Context: an optimization exercise on an open-source flow, tuned for a short achievable clock period and few clock cycles. The choices shown serve that exercise and are no tape-out recipe. In this exercise RTL edits were held to simulation tests only and were not proved equivalent to the original. Power figures rest on the tool's default switching activity, not on a simulated workload.

$ cat flow/run.sh
#!/bin/bash
# Standard ORFS layout (the standard.sh, standard synthesis unchanged) with
# two changes to how the layout is optimised:
#  - repair_timing aims for a larger setup margin, so it keeps improving the
#    design below the 10 ns clock period;
#  - the clkdlybuf4s* delay cells are not used as buffers (buffer_ports and
#    the resizer otherwise pick them for the port buffers).
# The clock, its period and the I/O constraints (constraint.sdc) are the standard flow's.
set -euo pipefail
cat >> config.mk <<'EOC'
export SETUP_SLACK_MARGIN = 8
export DONT_USE_CELLS += sky130_fd_sc_hd__clkdlybuf4s15_1 sky130_fd_sc_hd__clkdlybuf4s15_2 sky130_fd_sc_hd__clkdlybuf4s18_1 sky130_fd_sc_hd__clkdlybuf4s18_2 sky130_fd_sc_hd__clkdlybuf4s25_1 sky130_fd_sc_hd__clkdlybuf4s25_2 sky130_fd_sc_hd__clkdlybuf4s50_1 sky130_fd_sc_hd__clkdlybuf4s50_2
EOC
bash standard.sh > standard.log 2>&1
$ cat standard.sh
#!/bin/bash
# synth_recipe.tcl (not shown) runs the flow's synth.tcl, then flattens the netlist and writes it again
# the make line also repeats each setting of config.mk as NAME=value (left out here)
make -C /OpenROAD-flow-scripts/flow DESIGN_CONFIG=/design/flow/config.mk WORK_HOME=/design/flow/orfs CLKGATE_MAP_FILE= SYNTH_SCRIPT=/design/flow/synth_recipe.tcl "${@:-finish}"
$ cat config.mk
export PLATFORM = sky130hd
export DESIGN_NAME = gbn_sender
export DESIGN_NICKNAME = gbn_sender
export VERILOG_FILES = /design/flow/design.v
export SDC_FILE = /design/flow/constraint.sdc
export NUM_CORES = 4
export LEC_CHECK = 0
export CAP_MARGIN = 20
export CORE_MARGIN = 2
export CORE_UTILIZATION = 30
export PLACE_DENSITY = 0.5
export SLEW_MARGIN = 20
export SETUP_SLACK_MARGIN = 8
export DONT_USE_CELLS += sky130_fd_sc_hd__clkdlybuf4s15_1 sky130_fd_sc_hd__clkdlybuf4s15_2 sky130_fd_sc_hd__clkdlybuf4s18_1 sky130_fd_sc_hd__clkdlybuf4s18_2 sky130_fd_sc_hd__clkdlybuf4s25_1 sky130_fd_sc_hd__clkdlybuf4s25_2 sky130_fd_sc_hd__clkdlybuf4s50_1 sky130_fd_sc_hd__clkdlybuf4s50_2
$ cat constraint.sdc
create_clock -name core_clock -period 10.0 [get_ports {clk}]
set_input_delay 2.0000 -clock core_clock [delete_from_list [all_inputs] [get_ports {clk}]]
set_output_delay 2.0000 -clock core_clock [all_outputs]
set_load 0.01 [all_outputs]
$ cat design.v
module gbn_sender (
    input  wire         clk,
    input  wire         rst,
    input  wire         start,
    output wire         src_next,
    input  wire         src_rsp,
    input  wire         src_exh,
    input  wire         src_last,
    input  wire [7:0]   src_len,
    input  wire [239:0] src_data,
    output wire         src_seek,
    output wire [11:0]  src_seek_idx,
    output wire         tx_valid,
    output wire [263:0] tx_frame,
    input  wire         tx_ready,
    input  wire         tx_err,
    output wire         rx_req,
    input  wire         rx_rsp,
    input  wire         rx_err,
    input  wire         rx_timeout,
    input  wire         rx_short,
    input  wire [23:0]  rx_hdr,
    output wire         ev_valid,
    output wire         ev_kind,
    output wire [2:0]   ev_seq,
    output wire         done,
    output wire         fault,
    output wire [3:0]   cause
);
    localparam [3:0] F_SHORT    = 4'd1, F_FIELD    = 4'd2, F_SRC_ZERO = 4'd3,
                     F_CH_SEND  = 4'd4, F_CH_RECV  = 4'd5, F_UNDERFLOW = 4'd6,
                     F_OVERFLOW = 4'd7, F_SRC_PROTO = 4'd8;
    reg          st_idle, st_src, st_tx, st_seek, st_rx, st_ev, st_done, st_fault;
    reg          m_old;      
    reg          m_eot;      
    reg          sk_src;     
    reg          sk_sync;    
    reg  [3:0]   cause_r;
    reg  [2:0]   base;
    reg  [2:0]   next_seq;       
    reg  [2:0]   outstanding;
    reg  [11:0]  sent_count;     
    reg  [11:0]  acked_count;
    reg          do_nothing, resend, send_eot, src_done;
    reg  [2:0]   rs_rem;         
    reg  [11:0]  rs_off;
    reg  [2:0]   rs_seq;
    reg          last_l;
    reg  [11:0]  seek_idx;
    reg          ev_kind_r;
    reg  [2:0]   rx_n;           
    reg  [2:0]   rx_np1;         
    reg  [2:0]   ack_dp1;        
    reg          ack_found;      
    reg          ack_pop;        
    reg  [263:0] fb;
    assign src_next     = st_src;
    assign src_seek     = st_seek;
    assign src_seek_idx = seek_idx;
    assign tx_valid     = st_tx;
    assign tx_frame     = fb;
    assign rx_req       = st_rx;
    assign ev_valid     = st_ev;
    assign ev_kind      = ev_kind_r;
    assign ev_seq       = rx_n;
    assign done         = st_done;
    assign fault        = st_fault;
    assign cause        = cause_r;
    wire       rx_illegal = (|rx_hdr[7:2]) || (|rx_hdr[15:11]) ||
                            (|rx_hdr[23:21]) || (&rx_hdr[20:16]);
    wire       rx_is_ack    = (rx_hdr[1:0] == 2'd0);
    wire       rx_is_eotack = (rx_hdr[1:0] == 2'd2);
    wire [2:0] rx_seq       = rx_hdr[10:8];
    wire       len_zero = (src_len == 8'd0);
    wire       len_big  = (|src_len[7:5]) || (&src_len[4:0]);
    reg [239:0] payload_masked;
    integer b;
    always @(*) begin
        for (b = 0; b < 30; b = b + 1)
            payload_masked[8*b +: 8] = (b < src_len[4:0]) ? src_data[8*b +: 8] : 8'h00;
    end
    wire [2:0]  out_p1    = outstanding + 3'd1;
    wire        sent_max  = &sent_count;
    wire        acked_z   = (acked_count == 12'd0);
    wire [11:0] acked_m1  = acked_count - 12'd1;
    wire        src_done1 = src_done | last_l;
    wire        rs_last   = (rs_rem == 3'd1);
    reg  [7:0]  found_v, pop_v;
    reg  [2:0]  dp1_v [0:7];
    integer v;
    always @(*) begin
        for (v = 0; v < 8; v = v + 1) begin
            dp1_v[v]   = v[2:0] - base + 3'd1;
            found_v[v] = ((v[2:0] - base) < outstanding);
            pop_v[v]   = found_v[v] ||
                         (src_done && (outstanding < 3'd6) && (v[2:0] == sent_count[2:0]));
        end
    end
    always @(posedge clk) begin
        if (rst) begin
            st_idle     <= 1'b1;
            st_src      <= 1'b0;
            st_tx       <= 1'b0;
            st_seek     <= 1'b0;
            st_rx       <= 1'b0;
            st_ev       <= 1'b0;
            st_done     <= 1'b0;
            st_fault    <= 1'b0;
            m_old       <= 1'b0;
            m_eot       <= 1'b0;
            sk_src      <= 1'b0;
            sk_sync     <= 1'b0;
            cause_r     <= 4'd0;
            base        <= 3'd0;
            next_seq    <= 3'd0;
            outstanding <= 3'd0;
            sent_count  <= 12'd0;
            acked_count <= 12'd0;
            do_nothing  <= 1'b0;
            resend      <= 1'b0;
            send_eot    <= 1'b0;
            src_done    <= 1'b0;
            rs_rem      <= 3'd0;
            rs_off      <= 12'd0;
            rs_seq      <= 3'd0;
            last_l      <= 1'b0;
            seek_idx    <= 12'd0;
            ev_kind_r   <= 1'b0;
            rx_n        <= 3'd0;
            rx_np1      <= 3'd0;
            ack_dp1     <= 3'd0;
            ack_found   <= 1'b0;
            ack_pop     <= 1'b0;
            fb          <= 264'd0;
        end else begin
            if (st_src) begin
                fb[1:0]     <= 2'd1;
                fb[10:8]    <= m_old ? rs_seq : next_seq;
                fb[20:16]   <= src_len[4:0];
                fb[263:24]  <= payload_masked;
                last_l      <= src_last;
            end else if (!st_tx) begin
                fb[1:0]     <= 2'd3;
                fb[10:8]    <= base;
                fb[20:16]   <= 5'd0;
                fb[263:24]  <= 240'd0;
            end
            if (st_rx) begin
                rx_n      <= rx_seq;
                rx_np1    <= rx_seq + 3'd1;
                ack_dp1   <= dp1_v[rx_seq];
                ack_found <= found_v[rx_seq];
                ack_pop   <= pop_v[rx_seq];
                ev_kind_r <= m_eot;
            end
            if (st_tx && m_old)
                seek_idx <= rs_last ? sent_count : rs_off + 12'd1;
            else if (st_ev || (st_rx && m_eot))
                seek_idx <= acked_m1;
            else
                seek_idx <= acked_count;
            if (st_rx || (!m_old && (st_src || st_tx))) begin
                rs_off <= acked_count;
                rs_seq <= base;
                rs_rem <= st_tx ? out_p1 : outstanding;
            end
            if (st_idle) begin
                if (start) begin
                    st_idle <= 1'b0;
                    st_src  <= 1'b1;
                    m_old   <= 1'b0;
                end
            end
            if (st_src && src_rsp) begin
                st_src <= 1'b0;
                if (src_exh && !m_old) begin
                    src_done <= 1'b1;
                    if (resend) begin
                        st_seek <= 1'b1;
                        sk_src  <= 1'b1;
                    end else begin
                        st_rx <= 1'b1;
                        m_eot <= 1'b0;
                    end
                end else if (src_exh) begin
                    st_fault <= 1'b1;
                    cause_r  <= F_SRC_PROTO;
                end else if (len_zero) begin
                    st_fault <= 1'b1;
                    cause_r  <= F_SRC_ZERO;
                end else if (len_big) begin
                    st_fault <= 1'b1;
                    cause_r  <= F_SRC_PROTO;
                end else if (!m_old && sent_max) begin
                    st_fault <= 1'b1;
                    cause_r  <= F_OVERFLOW;
                end else begin
                    st_tx  <= 1'b1;
                    m_eot  <= 1'b0;
                end
            end
            if (st_tx && tx_ready) begin
                st_tx <= 1'b0;
                if (tx_err) begin
                    st_fault <= 1'b1;
                    cause_r  <= F_CH_SEND;
                end else if (m_eot) begin
                    st_rx <= 1'b1;
                end else if (m_old) begin
                    st_seek <= 1'b1;
                    if (!rs_last) begin
                        sk_src <= 1'b1;
                        rs_off <= rs_off + 12'd1;
                        rs_seq <= rs_seq + 3'd1;
                        rs_rem <= rs_rem - 3'd1;
                    end else begin
                        sk_src <= 1'b0;
                        resend <= 1'b0;
                    end
                end else begin
                    outstanding <= out_p1;
                    next_seq    <= next_seq + 3'd1;
                    sent_count  <= sent_count + 12'd1;
                    src_done    <= src_done1;
                    if (!src_done1 && (outstanding < 3'd6)) begin
                        st_src <= 1'b1;
                        m_old  <= 1'b0;
                    end else if (resend) begin
                        st_seek <= 1'b1;
                        sk_src  <= 1'b1;
                    end else begin
                        st_rx <= 1'b1;
                    end
                end
            end
            if (st_seek) begin
                st_seek <= 1'b0;
                sk_sync <= 1'b0;
                if (sk_src) begin
                    st_src <= 1'b1;
                    m_old  <= 1'b1;
                end else begin
                    st_rx <= 1'b1;
                    m_eot <= 1'b0;
                end
                if (sk_sync) begin
                    outstanding <= 3'd0;
                    base        <= rx_np1 - 3'd1;
                    next_seq    <= rx_np1 - 3'd1;
                    acked_count <= acked_m1;
                    sent_count  <= acked_m1;
                    src_done    <= 1'b0;
                    do_nothing  <= 1'b1;
                    send_eot    <= 1'b0;
                end
            end
            if (st_rx && rx_rsp) begin
                st_rx <= 1'b0;
                if (rx_err) begin
                    st_fault <= 1'b1;
                    cause_r  <= F_CH_RECV;
                end else if (rx_timeout) begin
                    if (m_eot) begin
                        st_tx <= 1'b1;
                    end else if (outstanding == 3'd0) begin
                        do_nothing <= 1'b0;
                        if (src_done) begin
                            send_eot <= 1'b1;
                            st_tx    <= 1'b1;
                            m_eot    <= 1'b1;
                        end else begin
                            st_src <= 1'b1;
                            m_old  <= 1'b0;
                        end
                    end else begin
                        resend <= 1'b1;
                        if (!src_done && (outstanding != 3'd7)) begin
                            st_src <= 1'b1;
                            m_old  <= 1'b0;
                        end else begin
                            st_seek <= 1'b1;
                            sk_src  <= 1'b1;
                        end
                    end
                end else if (rx_short) begin
                    st_fault <= 1'b1;
                    cause_r  <= F_SHORT;
                end else if (rx_illegal) begin
                    st_fault <= 1'b1;
                    cause_r  <= F_FIELD;
                end else if (m_eot) begin
                    if (rx_is_eotack) begin
                        st_ev <= 1'b1;
                    end else if (acked_z) begin
                        st_fault <= 1'b1;
                        cause_r  <= F_UNDERFLOW;
                    end else begin
                        st_seek <= 1'b1;
                        sk_src  <= 1'b0;
                        sk_sync <= 1'b1;
                        m_eot   <= 1'b0;
                    end
                end else if (rx_is_ack && !do_nothing) begin
                    st_ev <= 1'b1;
                end else if (!do_nothing && !src_done && (outstanding != 3'd7)) begin
                    st_src <= 1'b1;
                    m_old  <= 1'b0;
                end else begin
                    st_rx <= 1'b1;
                end
            end
            if (st_ev) begin
                st_ev <= 1'b0;
                if (m_eot) begin
                    st_done <= 1'b1;
                end else if (ack_pop) begin
                    if (ack_found) begin
                        outstanding <= outstanding - ack_dp1;
                        base        <= rx_np1;
                        acked_count <= acked_count + {9'd0, ack_dp1};
                    end else begin
                        outstanding <= 3'd0;
                        base        <= next_seq;
                        acked_count <= sent_count;
                    end
                    if (!src_done) begin
                        st_src <= 1'b1;
                        m_old  <= 1'b0;
                    end else begin
                        st_rx <= 1'b1;
                    end
                end else if (acked_z) begin
                    st_fault <= 1'b1;
                    cause_r  <= F_UNDERFLOW;
                end else begin
                    st_seek <= 1'b1;
                    sk_src  <= 1'b0;
                    sk_sync <= 1'b1;
                end
            end
        end
    end
endmodule
==> flow_summary_export.csv <==
group,metric,value,unit
cells_and_area,final_cell_count_without_fillers,3438,
global_route,grt_start_max_net_pins,81,
cells_and_area,n_fill_cell,4354,
clock_tree,cts-buffers-inserted,42,
floorplanning,ioPinCount,575,
critical_path,start_kind,"flip-flop",
timing,maxClockFrequency,324,MHz
cells_and_area,final_layout_size_suffix_gt1_share,48.3,%
critical_path,critPathKind,"reg2out",
floorplanning,die_w,230,µm
global_route,grt_usage,27.4,%
critical_path,timing.critical_path.arrival,1.08,ns
global_route,global_route_wire_length_before_repair,111000,µm
critical_path,startpoint,"st_rx",
timing,finalHoldViolations,0,
global_route,met2_track_usage_gr,47.3,%
critical_path,worstReg2RegEnd,"ack_found",
route,detail_route.vias_per_cell,5.27,
timing,drv_slew,0,
timing,timing.final.crit_period,3.08,ns
timing,rsz0062_at_grt,"true",
logic_synthesis,syn-mean-instance-area,8.66,µm²
floorplanning,floorplan.die.height,230,µm
route,antenna_violating_nets_post_route,0,
job,maxCapViolCount,0,
cells_and_area,synthToLayoutAreaGrowth,87.0,%
timing,max_slew.worst_pin.slew,1.14,ns
global_route,grt_pass1_vias,17500,
floorplanning,rows,82,
placement,detailed_place_hpwl,48400,µm
timing,setup_total_negative_slack,0,ns
route,drtPass1Iterations,8,
route,detailroute.via_count,18100,
clock_tree,cts-hold-fix-buffers,0,
clock_tree,cts.path.max_buffers,3,
clock_tree,cts.sink_count,345,
critical_path,critical-path-max-stage-delay,0.38,ns
global_route,grt.met1_usage,32.5,%
pwr,ir_drop,0.114,mV
floorplanning,core,50300,µm²
placement,gp_congestion,0.884,
clock_tree,clock_insertion_delay_at_the_later_pin_of_the_skew_report,0.58,ns
critical_path,critical_path_required,8.00,ns
critical_path,timing.critical_path.buf_inv,1,
run_status,run_status,"no timing/DRC/antenna violations",
logic_synthesis,yosys_most_used_dff,"dfxtp_1",
pwr,power_per_cell_area,121,nW/µm²
critical_path,cp_top_family,"flip-flops",
logic_synthesis,netlist_instances,1768,
pwr,total_leakage_power,10.4,nW
critical_path,timing.critical_path.slowest_stage_cell,"dfxtp_4",
route,routed_wl,78300,µm
cells_and_area,layout.cells.most_common,"buf_1",
logic_synthesis,postSynth.asyncResetShare,0,%
route,drt_drc_violations_left,0,
timing,post-route-period-util,30.8,%
global_route,globalRouteOverflowTotal,0,
floorplanning,start_util,30.4,%
clock_tree,cts_tree,"built",
timing,final.setup_skew,0.0211,ns
global_route,top_usage_layer,"met2",
critical_path,worstPathMaxFanout,2,
cells_and_area,mostFrequentLayoutCells,"buf_1, buf_6, nor2_1, dfxtp_2, a22oi_2",
clock_tree,path_clk_slew,0.06,ns
critical_path,worst-r2r-cell-count,8,
logic_synthesis,synth.lib_cells_used.distinct,75,
logic_synthesis,synth-seq-area-share,45.1,%
clock_tree,clock-root-buffer,"clkbuf_16",
critical_path,r2r_slack,7.37,ns
logic_synthesis,yosysWarningCount,2,
timing,setup_violations,0,
cells_and_area,layout.nets,3050,
critical_path,end_kind,"output pin",
global_route,gr-usage-met3,6.97,%
critical_path,critical_path_destination,"rx_req",
route,post_drt_wl_per_cell,22.8,µm
placement,placed_cells,2886,
critical_path,worst_r2r_startpoint,"base[1]",
critical_path,crit_path_cell_trace,"buf_6",
placement,port-buffer-count,560,
logic_synthesis,mappedNetlistArea,15300,µm²
route,dr.first_iter.drc_count,1134,
logic_synthesis,synth_edf_count,0,
global_route,grt_antenna_before_repair,12,
critical_path,critical_path_cell_count,1,
timing,hold_ws,0.469,ns
clock_tree,cts_max_level,2,
floorplanning,dieArea,52800,µm²
min_path,min_path_type,"reg2reg",
logic_synthesis,synth.ff_latch_count,345,
timing,slew_headroom,24.1,%
-- cell families (layout without fill, tap and decap cells) --
group	after synthesis	after routing	share of synthesized area, %
flip-flops	345	345	45.1
XOR/XNOR	61	61	3.49
AND/OR/NAND/NOR	600	605	17.8
buffers and inverters	191	1160	5.16
AO/OA/AOI/OAI	504	504	23.3
other	1	25	0.0245
multiplexers	23	23	1.53
adder cells (fa/ha/maj)	43	43	3.61
-- Yosys cell counts (all sizes together) (5+ instances only) --
master | n | area [µm²]
dfxtp | 345 | 6910
nand3 | 32 | 160
a311oi | 5 | 43.8
buf | 28 | 178
clkbuf | 117 | 439
or3 | 8 | 50.1
a21oi | 74 | 370
nor3b | 6 | 45.0
nor3 | 43 | 225
o211ai | 11 | 82.6
nand4 | 6 | 37.5
mux2i | 20 | 200
nor2 | 345 | 1300
xor2 | 26 | 228
nand2 | 69 | 259
a211oi | 47 | 353
and2 | 13 | 81.3
o21a | 9 | 67.6
a2111oi | 7 | 61.3
inv | 46 | 173
and3 | 9 | 56.3
nand2b | 11 | 68.8
o21ai | 36 | 180
xnor2 | 35 | 307
o31ai | 5 | 37.5
ha | 41 | 513
a21o | 9 | 67.6
nor4 | 18 | 119
a22oi | 250 | 1880
a31oi | 14 | 87.6
nor2b | 12 | 75.1
and4 | 5 | 43.8
-- how the worst min path moves through the flow --
stage          depth (start not counted)  endpoint    start
6_report                               2     fb[1]    fb[1]
5_1_grt                                2     fb[1]    fb[1]
4_1_cts                                2     fb[0]    fb[0]
3_5_place_dp                           2     fb[0]    fb[0]
3_3_place_gp                           2     fb[0]    fb[0]
2_1_floorplan                          2   sk_sync  sk_sync
-- routing by layer --
metal | routed length (µm) | share of wire, %
met1 | 30700 | 39
met2 | 39300 | 50
met3 | 5420 | 6.9
met4 | 2860 | 3.6
met5 | 51 | 0.065
-- where the power goes --
group / switching (W) / leakage [nW] / internal, W
Clock: 0.000656 / 0.687 / 0.000888
Combinational: 0.000255 / 6.73 / 0.000238
Sequential: 0.0000234 / 2.94 / 0.00140
Total: 0.000933 / 10.4 / 0.00253
-- tightest hold or removal path: cells and delay by family, from the launching register on --
family | cells | cell delay (ns)
buf+inv | 1 | 0.06
compound gates | 1 | 0.05
flops | 1 | 0.32
-- flip-flops by register name, indices dropped and copies added (netlist names), 3 cells and up --
signal and flops:
ack_dp1 3, acked_count 12, base 3, cause_r 4
fb 250, next_seq 3, outstanding 3, rs_off 12
rs_rem 3, rs_seq 3, rx_n 3, rx_np1 3
seek_idx 12, sent_count 12
-- cell type report --
type / instances / area (µm²) / area share (%)
multi-input combinational: 1250 / 10700 / 37.5
sequential: 345 / 7300 / 25.5
timing repair buffer: 1038 / 8140 / 28.4
clock buffer: 62 / 1270 / 4.43
antenna: 11 / 27.5 / 0.0962
clock inverter: 14 / 126 / 0.441
tap: 672 / 841 / 2.94
inverter: 46 / 205 / 0.717
-- what timing repair did --
item,CTS,global route
pin swaps,109,115
setup buffers,257,166
gates cloned,38,4
gates resized for setup,1173,332
endpoints found under the setup margin,622,620
-- metrics by stage --
stage	utilization (%)	setup slack [ns]	instance area, µm²	power (W)
floorplan	-	6.53	17300	0.00163
global placement	38.0	5.55	19100	0.00172
detailed placement	38.0	5.51	19100	0.00172
CTS	52.5	6.88	26400	0.00342
global route	56.9	6.84	28600	0.00357
finish	56.9	6.92	28600	0.00346
Testbench counts, summed over its fixed seeds: cycles 23,695.

## re-timing with driven ports
Ports are ideal in the flow. The routed layout listed here was re-timed in OpenROAD. Step 1 sets driving cells, clkbuf_16 on the clock port and buf_2 on the other inputs (assumed; they add their load-dependent delay and slew). Step 2 adds t to the input delays and takes it off the output delays; t is the mean of the earliest and latest rising clock arrival at the registers after step 1. Input paths then give back, and output paths get back, about the clock's delay inside the block. Three values: ideal ports, drivers, drivers and shift; two values: the first two.
t, ns: 0.635
setup slack, ns: 6.915 / 6.853 / 6.296
worst data-port slew with drivers (ns): 0.33
After both steps setup and hold are still met in this run. For this run, drivers alone change the setup slack by -0.062 ns; drivers and shift together by -0.619 ns.
